This is an optimization exercise on Yosys and OpenROAD, whose aim is small area, a short achievable clock period and few clock cycles, not a production implementation.
Power is estimated from default activity; no workload was simulated.

north:
==> flow/design.v (excerpt) <==
module bgfc_rx (
    input  wire        clk,
    input  wire        rst,
    input  wire        unknown_fatal,
    input  wire        rx_valid,
    input  wire [7:0]  rx_data,
    output wire        rx_ready,
    input  wire        reg_valid,
    input  wire        reg_unreg,
    input  wire [1:0]  reg_dir,
    input  wire [7:0]  reg_class,
    input  wire [7:0]  reg_cmd,
    input  wire [7:0]  reg_tag,
    output reg         reg_done,
    output reg         reg_err,
    output reg         fld_valid,
    output reg  [3:0]  fld_index,
    output reg  [3:0]  fld_type,
    output reg         fld_elem,
    output reg  [47:0] fld_data,
    output reg         done_valid,
    output wire [3:0]  done_status,
    output wire        done_event,
    output wire [7:0]  done_class,
    output wire [7:0]  done_cmd,
    output wire [10:0] done_len,
    output reg         done_handled,
    output reg  [7:0]  done_tag,
    output wire [10:0] done_cur,
    output wire [3:0]  done_fidx,
    output reg  [8:0]  done_need,
    output wire        halted
);
    localparam [3:0] I_U8 = 4'd0, I_END = 4'd15;
    localparam [3:0] T_U8 = 4'd0, T_NOPAY = 4'd7;
    reg        rdy;
    reg        iv;
    reg  [7:0] ib;
    wire       acc = rx_valid & rdy;
    assign rx_ready = rdy;
    reg        h0, h1, h2, h3, pl;      
    reg        ev_t;                    
    reg  [2:0] lh_t;
    reg        ev;
    reg  [10:0] len;
    reg  [7:0] cls, cmd;
    reg        z;                       
    reg  [1:0] hit2;
    wire       hit = |hit2;
    reg  [11:0] cd;                     
    reg        st_mal, st_unk;          
    reg  [4:0] idx;
    reg        err;
    reg  [3:0] ty;                      
    reg  [3:0] fidx;
    reg  [3:0] dfidx;                   
    reg  [2:0] bp;                      
    reg        abody;                   
    reg  [7:0] acnt;                    
    reg  [10:0] rem;                    
    reg  [10:0] cur;                    
    reg        inc;                     
    reg        npend;                   
    reg        spend;                   
  ...
For scale: roughly 1900 cells after synthesis, ~500 flip-flops, ~170 I/O pins.
clock: 7.0 ns
lec_check: 0
cap_margin: 20
core_margin: 2
core_utilization: 40
cts_cluster_diameter: 60
cts_cluster_size: 25
setup_slack_margin: 4.2
slew_margin: 20
run.sh (not shown) runs the stock make flow with config.mk's settings and CLKGATE_MAP_FILE= SYNTH_SCRIPT=/design/flow/synth_recipe.tcl, a recipe that flattens the netlist after the stock synthesis.
Input changes introduced in south (baseline for comparison: north):
Settings: a change of SETUP_SLACK_MARGIN from 4.2 to 4.5.
Notes after the runs:
- south vs. north: smallest setup slack after layout went up; part of the total power dissipated in combinational logic moved up.
- [compare] base=north new=south: count of placed standard cells in the final layout, fillers left out went up, combinational power climbed 10%.
- Delta(total met3 wirelength after detailed routing, south - north) > 0
- Final critical path time including I/O delays and setup for south is lower than for north.
- south does better than north on wire length of the first global-routing pass.
- NOTE area occupied by multi-input gates north->south increased by a few percent
- north and south ended up with nearly the same clock insertion delay at the later pin of the skew report.
> inputs changed (south -> east)
Settings: SETUP_SLACK_MARGIN now 5.0, was 4.5.
--- outcome ---
- Compared with south, in east met3 layer wire length in the routed design increased by 15% relative to the old numbers; final core utilization now sits higher; logic depth of the worst register-to-register path went down; power per cell area dropped 6.6%; final worst setup slack increased 0.0072 ns.
- Slack of the worst reg-to-reg path (east over south): increase, 0.03 ns
- east vs. south: timing-limited maximum frequency essentially unchanged; total power increased 6.8%; largest net degree at the start of global routing decreased about 3.8%; final area increased 14%.
Edits applied to the flow inputs when going from east to west:
Settings: changing SETUP_SLACK_MARGIN from 5.0 to 4.5.
==> flow/flow/run.sh (new file) <==
#!/bin/bash
# The standard layout, with every port buffered by the smallest buffer
# cell (buffer_ports otherwise picks a 10 um2 delay buffer); the resizer then
# upsizes the port buffers on critical paths as usual.
set -euo pipefail
export BUFFER_PORTS_ARGS="-buffer_cell sky130_fd_sc_hd__buf_1"
bash standard.sh > standard.log 2>&1
==> flow/standard.sh (new file) <==
#!/bin/bash
# synth_recipe.tcl (not shown) runs the flow's synth.tcl, then flattens the netlist and writes it again
# the make line also repeats each setting of config.mk as NAME=value (left out here)
make -C /OpenROAD-flow-scripts/flow DESIGN_CONFIG=/design/flow/config.mk WORK_HOME=/design/flow/orfs CLKGATE_MAP_FILE= SYNTH_SCRIPT=/design/flow/synth_recipe.tcl "${@:-finish}"
removed: flow/run.sh
Findings:
- Summary of west over east: routability congestion estimate from global placement shows a reduction of 2.8%, part of the power in the clock network shows an increase of 1.2 points, largest net degree at the start of global routing shows an increase of 3, post-route fraction of the period consumed by the critical path shows an increase of 0.40 points.
- Going from east to west, sum of met2 wire segment lengths after detailed routing fell by about 14%; detailed-route vias per instance now sits lower.
- Compared with east, in west clock network latency to the later pin of the worst-skew pair now sits at about the same level; relative contribution of combinational cells to total power fell 2.6 points; wire length of the first global-routing pass decreased by 7.0% relative to the old numbers; number of antenna violations at the first check in global routing down 3.
- Global-route met2 utilization, east and west, higher one = east.
No functional check of the RTL was part of any run of this note.

==> static timing again, ports no longer ideal <==
No port has a modelled driver above. Below, the same layouts with a new extraction and two added sets of constraints. Step 1 assumes that a clkbuf_16 drives the clock port and a buf_2 every other input. Step 2 times the ports against the registers' clock, not the clock port: input delays grow and output delays shrink by t, the midpoint of the rising clock arrivals with the driver on. Three values: no drivers, after step 1, after step 2; two values: the first two.
run | t (ns) | slack for setup (ns) | clock arrival spread, ns | slew at the worst register clock pin (ns) | worst slew at a driven data input, ns
north | 0.626 | 4.285 / 4.231 / 3.947 | 0.060 / 0.060 | 0.10 / 0.10 | 0.08
south | 0.615 | 4.469 / 4.414 / 4.038 | 0.052 / 0.051 | 0.09 / 0.09 | 0.09
east | 0.641 | 4.476 / 4.420 / 4.404 | 0.044 / 0.043 | 0.09 / 0.09 | 0.08
west | 0.635 | 4.448 / 4.389 / 4.213 | 0.052 / 0.051 | 0.10 / 0.10 | 0.08
After both steps setup and hold are still met in every run listed. The setup slack of south, which loses most, moves by -0.055 ns with the drivers and by -0.431 ns with both steps.
